Background: an optimization exercise with open tools, aiming at small area, a short achievable clock period and few clock cycles. Do not read the settings as production practice. Only simulation tests tie the RTL to the original design; equivalence was not proved. Power figures rest on the tool's default switching activity, not on a simulated workload.

<file path="config.mk">
export PLATFORM = sky130hd
export DESIGN_NAME = strv2_vlc_enc
export DESIGN_NICKNAME = strv2_vlc_enc
export VERILOG_FILES = /design/flow/design.v
export SDC_FILE = /design/flow/constraint.sdc
export NUM_CORES = 4
export LEC_CHECK = 0
export ABC_AREA = 1
export CAP_MARGIN = 20
export CORE_MARGIN = 2
export CORE_UTILIZATION = 60
export PLACE_DENSITY = 0.75
export SETUP_SLACK_MARGIN = 5
export SLEW_MARGIN = 20
</file>
<file path="constraint.sdc">
create_clock -name core_clock -period 10.0 [get_ports {clk}]
set_input_delay 2.0000 -clock core_clock [delete_from_list [all_inputs] [get_ports {clk}]]
set_output_delay 2.0000 -clock core_clock [all_outputs]
set_load 0.01 [all_outputs]
</file>
<file path="design.v">
module strv2_ac_lookup (
    input  wire [5:0]  run,
    input  wire [9:0]  level,
    output reg         hit,
    output reg  [16:0] code,
    output reg  [4:0]  len
);
    wire       neg   = level[9];
    wire       in_rng = (level[9:6] == {4{neg}});
    wire [5:0] mag   = neg ? 6'd0 - level[5:0] : level[5:0];
    always @(*) begin
        hit = in_rng; code = 17'd0; len = 5'd0;
        case ({run, mag})
            {6'd0, 6'd1}: begin code = 17'b11000000000000000 | ({neg, 16'd0} >> 2); len = 5'd3; end
            {6'd1, 6'd1}: begin code = 17'b01100000000000000 | ({neg, 16'd0} >> 3); len = 5'd4; end
            {6'd0, 6'd2}: begin code = 17'b01000000000000000 | ({neg, 16'd0} >> 4); len = 5'd5; end
            {6'd2, 6'd1}: begin code = 17'b01010000000000000 | ({neg, 16'd0} >> 4); len = 5'd5; end
            {6'd0, 6'd3}: begin code = 17'b00101000000000000 | ({neg, 16'd0} >> 5); len = 5'd6; end
            {6'd4, 6'd1}: begin code = 17'b00110000000000000 | ({neg, 16'd0} >> 5); len = 5'd6; end
            {6'd3, 6'd1}: begin code = 17'b00111000000000000 | ({neg, 16'd0} >> 5); len = 5'd6; end
            {6'd7, 6'd1}: begin code = 17'b00010000000000000 | ({neg, 16'd0} >> 6); len = 5'd7; end
            {6'd6, 6'd1}: begin code = 17'b00010100000000000 | ({neg, 16'd0} >> 6); len = 5'd7; end
            {6'd1, 6'd2}: begin code = 17'b00011000000000000 | ({neg, 16'd0} >> 6); len = 5'd7; end
            {6'd5, 6'd1}: begin code = 17'b00011100000000000 | ({neg, 16'd0} >> 6); len = 5'd7; end
            {6'd2, 6'd2}: begin code = 17'b00001000000000000 | ({neg, 16'd0} >> 7); len = 5'd8; end
            {6'd9, 6'd1}: begin code = 17'b00001010000000000 | ({neg, 16'd0} >> 7); len = 5'd8; end
            {6'd0, 6'd4}: begin code = 17'b00001100000000000 | ({neg, 16'd0} >> 7); len = 5'd8; end
            {6'd8, 6'd1}: begin code = 17'b00001110000000000 | ({neg, 16'd0} >> 7); len = 5'd8; end
            {6'd13, 6'd1}: begin code = 17'b00100000000000000 | ({neg, 16'd0} >> 8); len = 5'd9; end
            {6'd0, 6'd6}: begin code = 17'b00100001000000000 | ({neg, 16'd0} >> 8); len = 5'd9; end
            {6'd12, 6'd1}: begin code = 17'b00100010000000000 | ({neg, 16'd0} >> 8); len = 5'd9; end
            {6'd11, 6'd1}: begin code = 17'b00100011000000000 | ({neg, 16'd0} >> 8); len = 5'd9; end
            {6'd3, 6'd2}: begin code = 17'b00100100000000000 | ({neg, 16'd0} >> 8); len = 5'd9; end
            {6'd1, 6'd3}: begin code = 17'b00100101000000000 | ({neg, 16'd0} >> 8); len = 5'd9; end
            {6'd0, 6'd5}: begin code = 17'b00100110000000000 | ({neg, 16'd0} >> 8); len = 5'd9; end
            {6'd10, 6'd1}: begin code = 17'b00100111000000000 | ({neg, 16'd0} >> 8); len = 5'd9; end
            {6'd16, 6'd1}: begin code = 17'b00000010000000000 | ({neg, 16'd0} >> 10); len = 5'd11; end
            {6'd5, 6'd2}: begin code = 17'b00000010010000000 | ({neg, 16'd0} >> 10); len = 5'd11; end
            {6'd0, 6'd7}: begin code = 17'b00000010100000000 | ({neg, 16'd0} >> 10); len = 5'd11; end
            {6'd2, 6'd3}: begin code = 17'b00000010110000000 | ({neg, 16'd0} >> 10); len = 5'd11; end
            {6'd1, 6'd4}: begin code = 17'b00000011000000000 | ({neg, 16'd0} >> 10); len = 5'd11; end
            {6'd15, 6'd1}: begin code = 17'b00000011010000000 | ({neg, 16'd0} >> 10); len = 5'd11; end
            {6'd14, 6'd1}: begin code = 17'b00000011100000000 | ({neg, 16'd0} >> 10); len = 5'd11; end
            {6'd4, 6'd2}: begin code = 17'b00000011110000000 | ({neg, 16'd0} >> 10); len = 5'd11; end
            {6'd0, 6'd11}: begin code = 17'b00000001000000000 | ({neg, 16'd0} >> 12); len = 5'd13; end
            {6'd8, 6'd2}: begin code = 17'b00000001000100000 | ({neg, 16'd0} >> 12); len = 5'd13; end
            {6'd4, 6'd3}: begin code = 17'b00000001001000000 | ({neg, 16'd0} >> 12); len = 5'd13; end
            {6'd0, 6'd10}: begin code = 17'b00000001001100000 | ({neg, 16'd0} >> 12); len = 5'd13; end
            {6'd2, 6'd4}: begin code = 17'b00000001010000000 | ({neg, 16'd0} >> 12); len = 5'd13; end
            {6'd7, 6'd2}: begin code = 17'b00000001010100000 | ({neg, 16'd0} >> 12); len = 5'd13; end
            {6'd21, 6'd1}: begin code = 17'b00000001011000000 | ({neg, 16'd0} >> 12); len = 5'd13; end
            {6'd20, 6'd1}: begin code = 17'b00000001011100000 | ({neg, 16'd0} >> 12); len = 5'd13; end
            {6'd0, 6'd9}: begin code = 17'b00000001100000000 | ({neg, 16'd0} >> 12); len = 5'd13; end
            {6'd19, 6'd1}: begin code = 17'b00000001100100000 | ({neg, 16'd0} >> 12); len = 5'd13; end
            {6'd18, 6'd1}: begin code = 17'b00000001101000000 | ({neg, 16'd0} >> 12); len = 5'd13; end
            {6'd1, 6'd5}: begin code = 17'b00000001101100000 | ({neg, 16'd0} >> 12); len = 5'd13; end
            {6'd3, 6'd3}: begin code = 17'b00000001110000000 | ({neg, 16'd0} >> 12); len = 5'd13; end
            {6'd0, 6'd8}: begin code = 17'b00000001110100000 | ({neg, 16'd0} >> 12); len = 5'd13; end
            {6'd6, 6'd2}: begin code = 17'b00000001111000000 | ({neg, 16'd0} >> 12); len = 5'd13; end
            {6'd17, 6'd1}: begin code = 17'b00000001111100000 | ({neg, 16'd0} >> 12); len = 5'd13; end
            {6'd10, 6'd2}: begin code = 17'b00000000100000000 | ({neg, 16'd0} >> 13); len = 5'd14; end
            {6'd9, 6'd2}: begin code = 17'b00000000100010000 | ({neg, 16'd0} >> 13); len = 5'd14; end
            {6'd5, 6'd3}: begin code = 17'b00000000100100000 | ({neg, 16'd0} >> 13); len = 5'd14; end
            {6'd3, 6'd4}: begin code = 17'b00000000100110000 | ({neg, 16'd0} >> 13); len = 5'd14; end
            {6'd2, 6'd5}: begin code = 17'b00000000101000000 | ({neg, 16'd0} >> 13); len = 5'd14; end
            {6'd1, 6'd7}: begin code = 17'b00000000101010000 | ({neg, 16'd0} >> 13); len = 5'd14; end
            {6'd1, 6'd6}: begin code = 17'b00000000101100000 | ({neg, 16'd0} >> 13); len = 5'd14; end
            {6'd0, 6'd15}: begin code = 17'b00000000101110000 | ({neg, 16'd0} >> 13); len = 5'd14; end
            {6'd0, 6'd14}: begin code = 17'b00000000110000000 | ({neg, 16'd0} >> 13); len = 5'd14; end
            {6'd0, 6'd13}: begin code = 17'b00000000110010000 | ({neg, 16'd0} >> 13); len = 5'd14; end
            {6'd0, 6'd12}: begin code = 17'b00000000110100000 | ({neg, 16'd0} >> 13); len = 5'd14; end
            {6'd26, 6'd1}: begin code = 17'b00000000110110000 | ({neg, 16'd0} >> 13); len = 5'd14; end
            {6'd25, 6'd1}: begin code = 17'b00000000111000000 | ({neg, 16'd0} >> 13); len = 5'd14; end
            {6'd24, 6'd1}: begin code = 17'b00000000111010000 | ({neg, 16'd0} >> 13); len = 5'd14; end
            {6'd23, 6'd1}: begin code = 17'b00000000111100000 | ({neg, 16'd0} >> 13); len = 5'd14; end
            {6'd22, 6'd1}: begin code = 17'b00000000111110000 | ({neg, 16'd0} >> 13); len = 5'd14; end
            {6'd0, 6'd31}: begin code = 17'b00000000010000000 | ({neg, 16'd0} >> 14); len = 5'd15; end
            {6'd0, 6'd30}: begin code = 17'b00000000010001000 | ({neg, 16'd0} >> 14); len = 5'd15; end
            {6'd0, 6'd29}: begin code = 17'b00000000010010000 | ({neg, 16'd0} >> 14); len = 5'd15; end
            {6'd0, 6'd28}: begin code = 17'b00000000010011000 | ({neg, 16'd0} >> 14); len = 5'd15; end
            {6'd0, 6'd27}: begin code = 17'b00000000010100000 | ({neg, 16'd0} >> 14); len = 5'd15; end
            {6'd0, 6'd26}: begin code = 17'b00000000010101000 | ({neg, 16'd0} >> 14); len = 5'd15; end
            {6'd0, 6'd25}: begin code = 17'b00000000010110000 | ({neg, 16'd0} >> 14); len = 5'd15; end
            {6'd0, 6'd24}: begin code = 17'b00000000010111000 | ({neg, 16'd0} >> 14); len = 5'd15; end
            {6'd0, 6'd23}: begin code = 17'b00000000011000000 | ({neg, 16'd0} >> 14); len = 5'd15; end
            {6'd0, 6'd22}: begin code = 17'b00000000011001000 | ({neg, 16'd0} >> 14); len = 5'd15; end
            {6'd0, 6'd21}: begin code = 17'b00000000011010000 | ({neg, 16'd0} >> 14); len = 5'd15; end
            {6'd0, 6'd20}: begin code = 17'b00000000011011000 | ({neg, 16'd0} >> 14); len = 5'd15; end
            {6'd0, 6'd19}: begin code = 17'b00000000011100000 | ({neg, 16'd0} >> 14); len = 5'd15; end
            {6'd0, 6'd18}: begin code = 17'b00000000011101000 | ({neg, 16'd0} >> 14); len = 5'd15; end
            {6'd0, 6'd17}: begin code = 17'b00000000011110000 | ({neg, 16'd0} >> 14); len = 5'd15; end
            {6'd0, 6'd16}: begin code = 17'b00000000011111000 | ({neg, 16'd0} >> 14); len = 5'd15; end
            {6'd0, 6'd40}: begin code = 17'b00000000001000000 | ({neg, 16'd0} >> 15); len = 5'd16; end
            {6'd0, 6'd39}: begin code = 17'b00000000001000100 | ({neg, 16'd0} >> 15); len = 5'd16; end
            {6'd0, 6'd38}: begin code = 17'b00000000001001000 | ({neg, 16'd0} >> 15); len = 5'd16; end
            {6'd0, 6'd37}: begin code = 17'b00000000001001100 | ({neg, 16'd0} >> 15); len = 5'd16; end
            {6'd0, 6'd36}: begin code = 17'b00000000001010000 | ({neg, 16'd0} >> 15); len = 5'd16; end
            {6'd0, 6'd35}: begin code = 17'b00000000001010100 | ({neg, 16'd0} >> 15); len = 5'd16; end
            {6'd0, 6'd34}: begin code = 17'b00000000001011000 | ({neg, 16'd0} >> 15); len = 5'd16; end
            {6'd0, 6'd33}: begin code = 17'b00000000001011100 | ({neg, 16'd0} >> 15); len = 5'd16; end
            {6'd0, 6'd32}: begin code = 17'b00000000001100000 | ({neg, 16'd0} >> 15); len = 5'd16; end
            {6'd1, 6'd14}: begin code = 17'b00000000001100100 | ({neg, 16'd0} >> 15); len = 5'd16; end
            {6'd1, 6'd13}: begin code = 17'b00000000001101000 | ({neg, 16'd0} >> 15); len = 5'd16; end
            {6'd1, 6'd12}: begin code = 17'b00000000001101100 | ({neg, 16'd0} >> 15); len = 5'd16; end
            {6'd1, 6'd11}: begin code = 17'b00000000001110000 | ({neg, 16'd0} >> 15); len = 5'd16; end
            {6'd1, 6'd10}: begin code = 17'b00000000001110100 | ({neg, 16'd0} >> 15); len = 5'd16; end
            {6'd1, 6'd9}: begin code = 17'b00000000001111000 | ({neg, 16'd0} >> 15); len = 5'd16; end
            {6'd1, 6'd8}: begin code = 17'b00000000001111100 | ({neg, 16'd0} >> 15); len = 5'd16; end
            {6'd1, 6'd18}: begin code = 17'b00000000000100000 | ({neg, 16'd0} >> 16); len = 5'd17; end
            {6'd1, 6'd17}: begin code = 17'b00000000000100010 | ({neg, 16'd0} >> 16); len = 5'd17; end
            {6'd1, 6'd16}: begin code = 17'b00000000000100100 | ({neg, 16'd0} >> 16); len = 5'd17; end
            {6'd1, 6'd15}: begin code = 17'b00000000000100110 | ({neg, 16'd0} >> 16); len = 5'd17; end
            {6'd6, 6'd3}: begin code = 17'b00000000000101000 | ({neg, 16'd0} >> 16); len = 5'd17; end
            {6'd16, 6'd2}: begin code = 17'b00000000000101010 | ({neg, 16'd0} >> 16); len = 5'd17; end
            {6'd15, 6'd2}: begin code = 17'b00000000000101100 | ({neg, 16'd0} >> 16); len = 5'd17; end
            {6'd14, 6'd2}: begin code = 17'b00000000000101110 | ({neg, 16'd0} >> 16); len = 5'd17; end
            {6'd13, 6'd2}: begin code = 17'b00000000000110000 | ({neg, 16'd0} >> 16); len = 5'd17; end
            {6'd12, 6'd2}: begin code = 17'b00000000000110010 | ({neg, 16'd0} >> 16); len = 5'd17; end
            {6'd11, 6'd2}: begin code = 17'b00000000000110100 | ({neg, 16'd0} >> 16); len = 5'd17; end
            {6'd31, 6'd1}: begin code = 17'b00000000000110110 | ({neg, 16'd0} >> 16); len = 5'd17; end
            {6'd30, 6'd1}: begin code = 17'b00000000000111000 | ({neg, 16'd0} >> 16); len = 5'd17; end
            {6'd29, 6'd1}: begin code = 17'b00000000000111010 | ({neg, 16'd0} >> 16); len = 5'd17; end
            {6'd28, 6'd1}: begin code = 17'b00000000000111100 | ({neg, 16'd0} >> 16); len = 5'd17; end
            {6'd27, 6'd1}: begin code = 17'b00000000000111110 | ({neg, 16'd0} >> 16); len = 5'd17; end
            default: hit = 1'b0;
        endcase
    end
endmodule
module strv2_vlc_enc (
    input  wire        clk,
    input  wire        rst,             
    input  wire        start,
    input  wire [15:0] cfg_mbtotal,     
    input  wire        in_valid,
    output wire        in_ready,
    input  wire [15:0] in_data,
    output reg         out_valid,
    input  wire        out_ready,
    output wire [15:0] out_data,
    output reg         done,            
    output reg         fault,           
    output reg  [1:0]  err_code,        
    output wire [31:0] code_count,      
    output wire [15:0] hdr_count,       
    output reg  [5:0]  qscale           
);
    localparam W = 53;                   
    localparam [15:0] EOD_WORD = 16'hFE00;
    localparam [1:0] S_IDLE = 2'd0,      
                     S_RUN  = 2'd1,      
                     S_FIN  = 2'd2,      
                     S_FLT  = 2'd3;      
    reg  [1:0]   st;
    reg          rdy;                    
    reg  [15:0]  ir;
    reg          a_v;
    reg          dc_next;                
    reg          fresh;                  
    reg  [2:0]   blk;                    
    reg  [15:0]  mb_rem;                 
    reg          last_mb;                
    reg          zero_mb;                
    reg  [15:0]  cnt;                    
    reg          cnt_hi;                 
    reg          l_v;
    reg  [15:0]  l_raw;
    reg          l_dc;                   
    reg          l_eod;                  
    reg          l_fin;                  
    reg          l_err;                  
    reg          l_cerr;                 
    reg          l_prog;                 
    reg          l_hit;                  
    reg  [16:0]  l_tcode;                
    reg  [4:0]   l_tlen;
    reg          room;                   
    reg  [W-1:0] bb;
    reg  [5:0]   fill;
    assign in_ready   = rdy;
    assign out_data   = bb[W-1:W-16];
    assign code_count = {16'd0, cnt};
    assign hdr_count  = {mb_rem[10:0], 5'd0};
    wire [5:0]  w_run = ir[15:10];
    wire        w_eod = (ir == EOD_WORD);
    wire        lk_hit;
    wire [16:0] lk_code;
    wire [4:0]  lk_len;
    strv2_ac_lookup u_lookup (
        .run   (w_run),
        .level (ir[9:0]),
        .hit   (lk_hit),
        .code  (lk_code),
        .len   (lk_len)
    );
    wire last_blk = (blk == 3'd5) && last_mb;
    wire bad_q    = (w_run == 6'd0) || (!fresh && (w_run != qscale));
    reg  [21:0] c_code;                  
    reg  [4:0]  c_len;
    always @(*) begin
        if (l_dc) begin
            c_code = {l_raw[9:0], 12'd0};
            c_len  = 5'd10;
        end else if (l_fin && !l_cerr) begin
            c_code = {2'b10, 11'b01111111110, 9'd0};    
            c_len  = 5'd13;
        end else if (l_eod || l_fin) begin
            c_code = {2'b10, 20'd0};
            c_len  = 5'd2;
        end else if (l_hit) begin
            c_code = {l_tcode, 5'd0};
            c_len  = l_tlen;
        end else begin
            c_code = {6'b000001, l_raw};
            c_len  = 5'd22;
        end
    end
    wire l_go  = l_v && room;                                
    wire p_err = l_go && l_err;
    wire p_app = l_go && !l_err;
    wire d_go  = (st == S_RUN) && !zero_mb && a_v && (!l_v || l_go);
    wire         drain  = out_valid && out_ready;
    wire [21:0]  a_code = c_code & {22{p_app}};
    wire [W-1:0] ins    = {a_code, {(W-22){1'b0}}} >> fill[4:0];
    wire [W-1:0] merged = bb | ins;
    wire [5:0]   f_nd   = fill + (p_app ? {1'b0, c_len} : 6'd0);
    wire [5:0]   f_d    = (f_nd >= 6'd16) ? f_nd - 6'd16 : 6'd0;
    wire mb_ld  = (st == S_IDLE) && (!done || start);
    wire mb_dec = d_go && !dc_next && w_eod && (blk == 3'd5);
    reg [1:0] st_nx;
    always @(*) begin
        st_nx = st;
        case (st)
            S_IDLE: if (start) st_nx = S_RUN;
            S_RUN:  if (zero_mb || p_err) st_nx = S_FLT;
                    else if (p_app && l_fin) st_nx = l_cerr ? S_FLT : S_FIN;
            default: ;
        endcase
    end
    wire l_v_nx  = (st_nx == S_RUN) && (d_go || (l_v && !l_go));
    wire a_v_nx  = (st_nx == S_RUN) && ((rdy && in_valid) || (a_v && !d_go));
    wire flush   = (st_nx == S_FIN);                        
    wire rm_nd   = (f_nd <= W - 22);
    wire rm_d    = (f_d <= W - 22);
    wire ov_nd   = (f_nd >= 6'd16) || (flush && (f_nd != 6'd0));
    wire ov_d    = (f_d >= 6'd16) || (flush && (f_d != 6'd0));
    wire dn_nd   = (st == S_FIN) && (f_nd == 6'd0);
    wire dn_d    = (st == S_FIN) && (f_d == 6'd0);
    wire ft_nd   = (st == S_FLT) && (f_nd < 6'd16);
    wire ft_d    = (st == S_FLT) && (f_d < 6'd16);
    wire to_done = drain ? dn_d : dn_nd;
    wire to_flt_end = drain ? ft_d : ft_nd;
    always @(posedge clk) begin
        if (rdy)
            ir <= in_data;
        if (d_go) begin
            l_raw   <= ir;
            l_dc    <= dc_next;
            l_eod   <= !dc_next && w_eod && !last_blk;
            l_fin   <= !dc_next && w_eod && last_blk;
            l_err   <= dc_next && (w_eod || bad_q);
            l_cerr  <= cnt_hi;
            l_prog  <= dc_next && w_eod;
            l_hit   <= lk_hit;
            l_tcode <= lk_code;
            l_tlen  <= lk_len;
        end
        if (mb_ld) begin
            mb_rem  <= cfg_mbtotal;
            last_mb <= (cfg_mbtotal == 16'd1);
            zero_mb <= (cfg_mbtotal == 16'd0);
        end else if (st == S_FIN) begin
            mb_rem  <= {5'd0, {1'b0, cnt[15:6]} + {10'd0, |cnt[5:0]}};
        end else if (mb_dec) begin
            mb_rem  <= mb_rem - 16'd1;
            last_mb <= (mb_rem == 16'd2);
        end
        cnt <= (cnt & {16{!(fresh && d_go)}}) + {15'd0, d_go};
        bb <= (st == S_IDLE) ? {W{1'b0}} : drain ? {merged[W-17:0], 16'd0} : merged;
        if (rst) begin
            st        <= S_IDLE;
            rdy       <= 1'b1;
            a_v       <= 1'b0;
            l_v       <= 1'b0;
            fill      <= 6'd0;
            room      <= 1'b1;
            out_valid <= 1'b0;
            done      <= 1'b0;
            fault     <= 1'b0;
        end else begin
            a_v       <= a_v_nx;
            l_v       <= l_v_nx;
            fill      <= (st == S_IDLE) ? 6'd0 : drain ? f_d : f_nd;
            room      <= drain ? rm_d : rm_nd;
            rdy       <= (st_nx != S_RUN) || !a_v_nx || !l_v_nx || (drain ? rm_d : rm_nd);
            out_valid <= drain ? ov_d : ov_nd;
            if (st == S_IDLE && start) begin
                st    <= S_RUN;
                done  <= 1'b0;
                fault <= 1'b0;
            end else if (to_done) begin
                st   <= S_IDLE;
                done <= 1'b1;
            end else if (to_flt_end) begin
                st    <= S_IDLE;
                fault <= 1'b1;
            end else if (st == S_RUN && (zero_mb || p_err)) begin
                st <= S_FLT;
            end else if (st == S_RUN && p_app && l_fin) begin
                st <= l_cerr ? S_FLT : S_FIN;
            end
        end
        if (st == S_RUN) begin
            if (zero_mb || (p_err && l_prog))
                err_code <= 2'd2;
            else if (p_err || (p_app && l_fin && l_cerr))
                err_code <= 2'd1;
        end
        if (st == S_IDLE) begin
            dc_next <= 1'b1;
            fresh   <= 1'b1;
            blk     <= 3'd0;
            cnt_hi  <= 1'b0;
        end else if (d_go) begin
            fresh <= 1'b0;
            if (!fresh && (&cnt[15:6] || cnt == 16'hFFBF))
                cnt_hi <= 1'b1;
            if (dc_next) begin
                dc_next <= 1'b0;
                qscale  <= w_run;
            end else if (w_eod) begin
                dc_next <= 1'b1;
                blk     <= (blk == 3'd5) ? 3'd0 : blk + 3'd1;
            end
        end
    end
endmodule
</file>
<file path="flow/run.sh">
#!/bin/bash
bash standard.sh SETUP_SLACK_MARGIN=7 finish > standard.log 2>&1
</file>
<file path="standard.sh">
#!/bin/bash
# synth_recipe.tcl (not shown) runs the flow's synth.tcl, then flattens the netlist and writes it again
# the make line also repeats each setting of config.mk as NAME=value (left out here)
make -C /OpenROAD-flow-scripts/flow DESIGN_CONFIG=/design/flow/config.mk WORK_HOME=/design/flow/orfs CLKGATE_MAP_FILE= SYNTH_SCRIPT=/design/flow/synth_recipe.tcl "${@:-finish}"
</file>
==> results.yml, run 1 <==
status:
  outcome: "no timing/DRC/antenna violations"
die:
  start_util: 0.611
  io_pins: 113
  die_y_um: 145
  rows: 51
  core_mm2: 0.0194
  die_w_um: 145
  die-area_mm2: 0.0209
timing:
  finalCriticalPeriod_ps: 3020
  tightestPinTransition_ps: 1050
  clock_skew_ps: 19.8
  max_freq_mhz: 331
  slew_headroom: 0.298
  setup_slack_ps: 6980
  drv_slew: 0
  setup-tns-final_ps: 0
  rsz0062_at_grt: "yes"
  holdWs_ps: 441
  setup_viol: 0
  finalHoldViolCount: 0
  min_period_over_period: 0.302
synthesis:
  synth_area_per_cell_um2: 7.15
  yosys_warnings: 2
  synth-edff-count: 87
  async_flop_share: 0
  synth_area_leaders: "edfxtp_1 (22%), dfxtp_1 (15%), nand2_1 (12%)"
  synth.top_cell.area_share: 0.220
  synth_flop_cell: "dfxtp_1"
  synth_seq_cells: 177
  netlist_instances: 1658
  syn-cell-area_mm2: 0.0119
  synth.largest_area_cell: "edfxtp_1"
  ys_types: 61
  yosysSeqAreaShare: 0.372
worst_setup_path:
  cp.required_ps: 8000
  end_kind: "primary output"
  worstPathArrival_ps: 1020
  slowest_delay_ps: 420
  path_max_fanout: 2
  cp_slowest_cell: "edfxtp_1"
  cp.buffers_inverters: 1
  crit_type: "reg2out"
  cp-start-kind: "flop"
  critPathTopFamily: "flip-flops"
  crit_chain: "buf_2"
drt:
  ant_nets: 0
  drt_first_pass_iters: 9
  routed_wl_mm: 34.3
  wl_per_cell_um: 16.8
  via_per_inst: 5.84
  num_vias: 11900
  drc: 0
  initialDrtViolationCount: 1430
final_layout:
  syn_to_final_growth_pct: 16.2
  finalNonFillerCells: 2041
  drive_above_1_share: 0.184
  n_antenna_cell: 0
  seqCellArea_mm2: 0.00447
  final_cell_mix: "nand2_1 (387), nand3_1 (244), nor2_1 (164), inv_1 (137), edfxtp_1 (87)"
  design_area_mm2: 0.0138
  nNetsFinal: 1814
  multi_input_area_mm2: 0.00640
  final_util: 0.710
  fill_cells: 1648
  layout_commonest_cell: "nand2_1"
clock_network:
  clockRootBuffer: "clkbuf_16"
  clock-sinks: 177
  cts_buffers: 17
  cts_hold_buf: 0
  cts_tree: "yes"
  cts_max_level: 4
  path_clk_slew_ps: 80
  clk_path_buf_depth: 2
  clkLatencyLatePin_ps: 440
job:
  drv_cap: 0
power_and_ir_drop:
  vdd_drop_max_mv: 0.148
  p_leak_nw: 6.20
  total_power_mw: 1.78
  powerDensity_mw_per_mm2: 130
placement:
  placed_area_mm2: 0.0125
  place_inst: 1928
  port_buffers: 91
  post-place-ws_ps: 5720
  place_hpwl_mm: 23.3
  gp_congestion: 0.967
global_route:
  antenna_found_initial: 0
  grt_max_degree: 49
  track_usage: 0.317
  grt_pass1_wl_mm: 52.0
  grt_pass1_vias: 10300
  overflow: 0
min_path:
  hp-class: "reg2reg"
==> where the power goes <==
part,switching [mW],internal (mW)
Combinational,0.175,0.113
Clock,0.330,0.340
Sequential,0.0245,0.800
==> final cells by class <==
type | count | area share
clock buffer | 17 | 0.0309
clock inverter | 15 | 0.0135
sequential | 177 | 0.325
inverter | 160 | 0.0463
tap | 265 | 0.0241
multi-input combinational | 1232 | 0.465
timing repair inverter | 2 | 0.000727
timing repair buffer | 173 | 0.0946
==> cell families (layout without fill, tap and decap cells) <==
| family | Yosys count | in the layout | share of synthesized area |
|---|---|---|---|
| compound gates | 188 | 188 | 0.0932 |
| xor+xnor | 32 | 32 | 0.0236 |
| fa+ha+maj | 14 | 14 | 0.0154 |
| buf+inv | 273 | 367 | 0.111 |
| flops | 177 | 177 | 0.372 |
| mux | 1 | 1 | 0.000845 |
| other cells | 1 | 21 | 0.000316 |
| simple gates | 972 | 976 | 0.383 |
==> cells in the mapped netlist, drive strengths merged (12+ instances only) <==
| cell type | count |
|---|---|
| nand4 | 26 |
| nand3b | 19 |
| buf | 82 |
| edfxtp | 87 |
| nor3 | 35 |
| a31oi | 17 |
| a21oi | 54 |
| clkbuf | 31 |
| nor2 | 196 |
| o21ai | 70 |
| dfxtp | 90 |
| nand3 | 261 |
| o211ai | 14 |
| xor2 | 20 |
| xnor2 | 12 |
| nand2 | 418 |
| inv | 156 |
| ha | 13 |
==> layer usage <==
metal,track usage,vias up,share of wire
met1,0.427,5480,0.41
li1,-,5715,-
met2,0.508,630,0.47
met4,0.111,0,0.029
met5,0,-,0
met3,0.0646,89,0.094
==> timing repair <==
| item | in CTS | in global routing |
|---|---|---|
| pin swaps | 4 | 14 |
| buffers inserted | 40 | 34 |
| gates cloned | 2 | 5 |
| setup endpoints to repair | 142 | 128 |
| resized for setup | 245 | 65 |
==> flip-flops by register name, indices dropped and copies added, names as in the netlist, 3 cells and up <==
signal / flops
bb: 53
l_tcode: 17
cnt: 16
ir: 16
l_raw: 16
mb_rem: 16
fill: 6
qscale: 6
l_tlen: 5
blk: 3
==> final timing paths <==
kind | startpoint | cells after the start | slack, ps | to
worst max-delay path | qscale[0] | 1 | 6980 | qscale[0]
worst min-delay path | cnt_hi | 0 | 440 | l_cerr
worst max register to register | ir[0] | 18 | 7060 | l_hit
worst min register to register | cnt_hi | 0 | 440 | l_cerr
Testbench counts, summed over its fixed seeds: cycles 12,985.
==> inputs of run 2 (changes only) <==
==> flow/run.sh (replaced) <==
#!/bin/bash
bash standard.sh SETUP_SLACK_MARGIN=7 "BUFFER_PORTS_ARGS=-buffer_cell sky130_fd_sc_hd__buf_1" finish > standard.log 2>&1
==> run 2 against run 1 <==
Effect of this change: synthesized area is the same; first-iteration DRC count shrank 15%; critical path depth is the same; highest routed layer unchanged; combinational power shrank 17%; clock-buffer cell count grew 2; clock power grew 3.4%; wire length shrank 5.5%.
==> results.yml, run 2 <==
global_route:
  track_usage: 0.304
  grt_pass1_wl_mm: 50.1
  grt_pass1_vias: 10200
  antenna_found_initial: 0
  overflow: 0
  grt_max_degree: 51
die:
  die_w_um: 145
  die-area_mm2: 0.0209
  io_pins: 113
  rows: 51
  start_util: 0.611
  core_mm2: 0.0194
  die_y_um: 145
placement:
  gp_congestion: 0.976
  place_inst: 1929
  port_buffers: 91
  place_hpwl_mm: 22.5
worst_setup_path:
  critPathCapture: "qscale[0]"
  slowest_delay_ps: 430
  cp-start-kind: "flop"
  crit_type: "reg2out"
  worst-path-stages: 1
  r2r_slack_ps: 7120
  worstPathArrival_ps: 1030
  cp.required_ps: 8000
  crit_chain: "clkbuf_2"
  reg2reg_depth: 17
  cp.buffers_inverters: 1
  crit_start: "qscale[0]"
  end_kind: "primary output"
  critPathTopFamily: "flip-flops"
  cp_slowest_cell: "edfxtp_1"
  rr_endpoint: "l_tcode[6]"
  path_max_fanout: 2
  timing.rr.start: "ir[0]"
min_path:
  hp-class: "reg2reg"
synthesis:
  synth_fa_ha_area_frac: 0.0154
  synth_area_per_cell_um2: 7.15
  yosysSeqAreaShare: 0.372
  synthMuxAreaShare: 0.000845
  synth.top_cell.area_share: 0.220
  synth_seq_cells: 177
  syn-cell-area_mm2: 0.0119
  synthTopCellsByCount: "nand2_1 (392), nand3_1 (246), nor2_1 (172)"
  ys_types: 61
  yosys_warnings: 2
  netlist_instances: 1658
  synth_flop_cell: "dfxtp_1"
  async_flop_share: 0
  synth.largest_area_cell: "edfxtp_1"
  synth_top_family_by_area: "simple AND/OR/NAND/NOR gates"
  synth-xor-area-share: 0.0236
  synthSimpleGateAreaFrac: 0.383
  synth_area_leaders: "edfxtp_1 (22%), dfxtp_1 (15%), nand2_1 (12%)"
  synth-edff-count: 87
  yosysMostFrequentCell: "nand2_1"
  synth_compound_area_frac: 0.0932
drt:
  initialDrtViolationCount: 1220
  via_per_inst: 5.81
  ant_nets: 0
  drc: 0
  wl_per_cell_um: 16.1
  num_vias: 11700
  routed_wl_mm: 32.4
  drt_first_pass_iters: 6
timing:
  finalHoldViolCount: 0
  max_freq_mhz: 330
  slew_headroom: 0.235
  drv_slew: 0
  holdWs_ps: 441
  clock_skew_ps: 17.4
  setup_viol: 0
  rsz0062_at_grt: "yes"
  min_period_over_period: 0.303
  tightestPinTransition_ps: 1140
  finalCriticalPeriod_ps: 3030
  setup-tns-final_ps: 0
power_and_ir_drop:
  p_leak_nw: 5.81
  powerDensity_mw_per_mm2: 134
  vdd_drop_max_mv: 0.117
clock_network:
  cts_tree: "yes"
  cts_hold_buf: 0
  clockRootBuffer: "clkbuf_16"
  clk_path_buf_depth: 2
  clock-sinks: 177
  path_clk_slew_ps: 80
  cts_max_level: 4
  clkLatencyLatePin_ps: 450
  cts_buffers: 17
final_layout:
  fill_cells: 1664
  top_register: "bb"
  n_antenna_cell: 0
  largestRegisters: "bb x53, l_tcode x17"
  syn_to_final_growth_pct: 10.9
  seqCellArea_mm2: 0.00445
  nNetsFinal: 1782
  final_cell_mix: "nand2_1 (388), nand3_1 (244), nor2_1 (165), inv_1 (142), edfxtp_1 (87)"
  finalNonFillerCells: 2009
  layout_commonest_cell: "nand2_1"
  multi_input_area_mm2: 0.00634
  largest_reg_flops: 53
  drive_above_1_share: 0.134
  final_util: 0.678
status:
  outcome: "no timing/DRC/antenna violations"
job:
  drv_cap: 0
[run 2: layout make-up]
cell class,instances,area share
repair inverters,1,0.000381
inverters,160,0.0472
multi-input cells,1232,0.482
flip-flops and latches,177,0.339
well taps,265,0.0252
clock inverters,13,0.0125
clock buffers,19,0.0345
repair buffers,142,0.0595
[run 2: how the worst min path moves through the flow]
| stage | from | endpoint | cells past startpoint | slack (ps) |
|---|---|---|---|---|
| 2_1_floorplan | cnt_hi | l_cerr | 0 | 410 |
| 3_3_place_gp | cnt_hi | l_cerr | 0 | 410 |
| 3_5_place_dp | cnt_hi | l_cerr | 0 | 430 |
| 4_1_cts | cnt_hi | l_cerr | 0 | 450 |
| 5_1_grt | cnt_hi | l_cerr | 0 | 470 |
| 6_report | cnt_hi | l_cerr | 0 | 440 |
[run 2: what timing repair did]
| item | 4_1_cts | 5_1_grt |
|---|---|---|
| gates cloned | 2 | 4 |
| gates resized for setup | 27 | 47 |
| setup buffers | 22 | 20 |
| setup endpoints to repair | 98 | 115 |
| pin swaps | 3 | 4 |
[run 2: stage by stage]
step	cell area [um^2]	worst slack, ps	power (mW)
after floorplan	12000	7000	1.00
after CTS	12800	6960	1.75
after detailed placement	12000	6120	1.05
after global placement	12000	6170	1.05
after global routing	13100	6940	1.82
final	13100	6970	1.76
[run 2: layer usage]
layer / track usage / vias to the layer above / wire length [um]
met4: 0.102 / 0 / 980
met5: 0 / - / 0
li1: - / 5649 / -
met1: 0.418 / 5353 / 13800
met2: 0.490 / 582 / 14900
met3: 0.0520 / 93 / 2700
[run 2: cells by family after synthesis]
group | after synthesis
adders and majority gates | 14
xor gates and xnor gates | 32
DFF | 177
other | 1
buffers and inverters | 273
AOI/OAI and AO/OA | 188
muxes | 1
and+or+nand+nor | 972
[run 2: power by group]
part / leakage (nW) / total [mW] / internal, mW / switching (mW)
Combinational: 3.99 / 0.240 / 0.0819 / 0.158
Clock: 0.298 / 0.694 / 0.373 / 0.321
Sequential: 1.52 / 0.830 / 0.799 / 0.0308
==> inputs of run 3 (changes only) <==
--- a/design.v
+++ b/design.v
@@ -264,14 +264,16 @@
             l_tcode <= lk_code;
             l_tlen  <= lk_len;
         end
+        if (mb_ld)
+            mb_rem <= cfg_mbtotal;
+        else if (st == S_FIN)
+            mb_rem <= {5'd0, {1'b0, cnt[15:6]} + {10'd0, |cnt[5:0]}};
+        else
+            mb_rem <= mb_rem - {15'd0, mb_dec};
         if (mb_ld) begin
-            mb_rem  <= cfg_mbtotal;
             last_mb <= (cfg_mbtotal == 16'd1);
             zero_mb <= (cfg_mbtotal == 16'd0);
-        end else if (st == S_FIN) begin
-            mb_rem  <= {5'd0, {1'b0, cnt[15:6]} + {10'd0, |cnt[5:0]}};
         end else if (mb_dec) begin
-            mb_rem  <= mb_rem - 16'd1;
             last_mb <= (mb_rem == 16'd2);
         end
         cnt <= (cnt & {16{!(fresh && d_go)}}) + {15'd0, d_go};
==> flow/run.sh (replaced) <==
#!/bin/bash
bash standard.sh SETUP_SLACK_MARGIN=7 finish > standard.log 2>&1
==> run 3 against run 2 <==
Effect of this change: clock power hardly changed; maximum frequency shrank 1.0%; synthesized cell count is 1.7% higher; worst setup slack worse by 31 ps; register-to-register slack got worse by 30 ps; highest routed layer unchanged.
==> results.yml, run 3 <==
status:
  outcome: "no timing/DRC/antenna violations"
final_layout:
  drive_above_1_share: 0.204
  layout_commonest_cell: "nand2_1"
  n_antenna_cell: 0
  final_util: 0.738
  final_cell_mix: "nand2_1 (447), nand3_1 (210), nor2_1 (174), inv_1 (144), buf_4 (98)"
  largest_reg_flops: 53
  top_register: "bb"
  nNetsFinal: 1868
  design_area_mm2: 0.0139
  syn_to_final_growth_pct: 20.1
  largestRegisters: "bb x53, l_tcode x17"
synthesis:
  yosysSeqAreaShare: 0.369
  ys_types: 55
  async_flop_share: 0
  syn-cell-area_mm2: 0.0115
  synth_area_leaders: "edfxtp_1 (18%), dfxtp_1 (18%), nand2_1 (15%)"
  yosys_warnings: 2
  netlist_instances: 1686
  yosysMostFrequentCell: "nand2_1"
  synth-edff-count: 71
  synth_flop_cell: "dfxtp_1"
  synth.top_cell.area_share: 0.185
  synth_seq_cells: 177
  synth_area_per_cell_um2: 6.84
  synthTopCellsByCount: "nand2_1 (457), nand3_1 (214), nor2_1 (195)"
  synth.largest_area_cell: "edfxtp_1"
timing:
  drv_slew: 0
  max_freq_mhz: 327
  finalCriticalPeriod_ps: 3060
  finalHoldViolCount: 0
  clock_skew_ps: 25.7
  slew_headroom: 0.264
  holdWs_ps: 458
  setup_viol: 0
  rsz0062_at_grt: "yes"
  tightestPinTransition_ps: 1100
  setup-tns-final_ps: 0
  min_period_over_period: 0.306
power_and_ir_drop:
  total_power_mw: 1.81
  vdd_drop_max_mv: 0.182
  powerDensity_mw_per_mm2: 130
  p_leak_nw: 6.36
placement:
  gp_congestion: 1.00
  placed_area_mm2: 0.0123
  place_hpwl_mm: 24.7
  port_buffers: 91
worst_setup_path:
  critPathTopFamily: "flip-flops"
  end_kind: "primary output"
  reg2reg_depth: 15
  cp.required_ps: 8000
  cp.buffers_inverters: 1
  rr_endpoint: "l_tlen[0]"
  crit_start: "qscale[3]"
  cp-start-kind: "flop"
  cp_slowest_cell: "edfxtp_1"
  crit_chain: "buf_2"
  timing.rr.start: "ir[0]"
  path_max_fanout: 2
  slowest_delay_ps: 440
  crit_type: "reg2out"
  r2r_slack_ps: 7090
  worstPathArrival_ps: 1060
min_path:
  min_path_cells: 2
  hold_end: "bb[13]"
  hp-class: "reg2reg"
  hp-start: "bb[13]"
die:
  start_util: 0.615
  die_y_um: 143
  die-area_mm2: 0.0204
  die_w_um: 143
  rows: 50
  io_pins: 113
  core_mm2: 0.0188
clock_network:
  cts_tree: "yes"
  cts_hold_buf: 0
  cts_max_level: 4
  clkLatencyLatePin_ps: 450
  cts_buffers: 17
  clk_path_buf_depth: 2
  clockRootBuffer: "clkbuf_16"
  clock-sinks: 177
  path_clk_slew_ps: 90
global_route:
  overflow: 0
  antenna_found_initial: 0
  grt_pass1_wl_mm: 58.0
  grt_pass1_vias: 11100
  use_met3: 0.0828
  track_usage: 0.364
  met2_usage: 0.578
  busiest_layer: "met2"
  use_met1: 0.504
  grt_max_degree: 49
drt:
  wl_per_cell_um: 17.9
  drt_first_pass_iters: 9
  drc: 0
  via_per_inst: 5.99
  routed_wl_mm: 37.0
  initialDrtViolationCount: 1310
  ant_nets: 0
  num_vias: 12400
job:
  drv_cap: 0
## run 3: changes by cell type after synthesis, moves of 8 or more
cell,delta
a21oi_1,-12
dfxtp_1,+16
edfxtp_1,-16
inv_1,+15
nand2_1,+65
nand2_2,-8
nand3_1,-32
nor2_1,+23
## run 3: power breakdown
part           total, mW  internal [mW]  switching (mW)
clock network      0.691          0.343           0.348
registers          0.817          0.788          0.0286
logic              0.298          0.116           0.181
## run 3: cell type report
class                           count  area, um^2
Clock buffer                       17         425
Clock inverter                     15         186
Fill cell                        1487        4910
Inverter                          175         692
Multi-Input combinational cell   1250        6430
Sequential cell                   177        4340
Tap cell                          234         293
Timing Repair Buffer              195        1480
Timing Repair inverter              1        5.00
## run 3: repair_timing
| action | in CTS | in global routing |
|---|---|---|
| hold endpoints to repair | 0 | 0 |
| cloned | 3 | 1 |
| pin swaps | 13 | 19 |
| buffers inserted | 64 | 31 |
| resized for setup | 297 | 69 |
| endpoints found under the setup margin | 124 | 83 |
## run 3: cells by family (layout without fill, tap and decap cells)
family / after synthesis / after routing / synth area share
buf+inv: 280 / 403 / 0.111
xor+xnor: 33 / 33 / 0.0251
mux: 2 / 2 / 0.00174
simple gates: 1002 / 1003 / 0.387
compound gates: 177 / 177 / 0.0901
fa+ha+maj: 14 / 14 / 0.0158
flops: 177 / 177 / 0.369
other cells: 1 / 21 / 0.000325
## run 3: worst register-to-register path: cells and delay by family (launching register included)
kind          cells  cell delay [ps]
flops             1              470
buf+inv           3              470
simple gates     12             1810
## run 3: worst max-delay path by stage
stage	endpoint	slack, ps	cells after the start
2_1_floorplan	mb_rem[15]	6820	19
3_3_place_gp	bb[51]	6190	7
3_5_place_dp	bb[51]	6190	7
4_1_cts	in_ready	6920	1
5_1_grt	st[0]	6910	16
6_report	qscale[3]	6940	1
## run 3: through the flow
stage	std cells	worst slack [ps]
after floorplan	1706	6820
after global placement	1933	6190
after detailed placement	1933	6190
after CTS	2032	6920
after global routing	2064	6910
final	2064	6940
## run 3: per-layer routing
layer,vias up,routed length [um]
li1,5763,-
met1,5791,15400
met2,710,16900
met3,90,3950
met4,0,810
met5,-,0
Testbench counts of run 3, summed over its fixed seeds: cycles 12,985.

## what the ideal ports hide
No port has a modelled driver above. Below, the same layouts with a new extraction and two added sets of constraints. Step 1 sets driving cells, clkbuf_16 on the clock port and buf_2 on the other inputs (assumed; they add their load-dependent delay and slew). Step 2 also shifts input and output timing later by t, the mid clock arrival at the registers, as if the neighbouring blocks saw the same clock. Three values: ideal, step 1, step 2; two values: the first two.
run | shift t [ns] | slack for setup (ns) | clock arrival spread, ns | worst slew at a driven data input, ns | pins driven straight from the clock port
run 1 | 0.481 | 6.977 / 6.929 / 6.540 | 0.020 / 0.020 | 0.05 | 1
run 2 | 0.485 | 6.969 / 6.919 / 6.719 | 0.020 / 0.021 | 0.04 | 1
run 3 | 0.490 | 6.939 / 6.889 / 6.529 | 0.026 / 0.026 | 0.07 | 1
After both steps setup and hold are still met in every run listed. The setup slack of run 1, which loses most, moves by -0.048 ns with the drivers and by -0.437 ns with both steps.
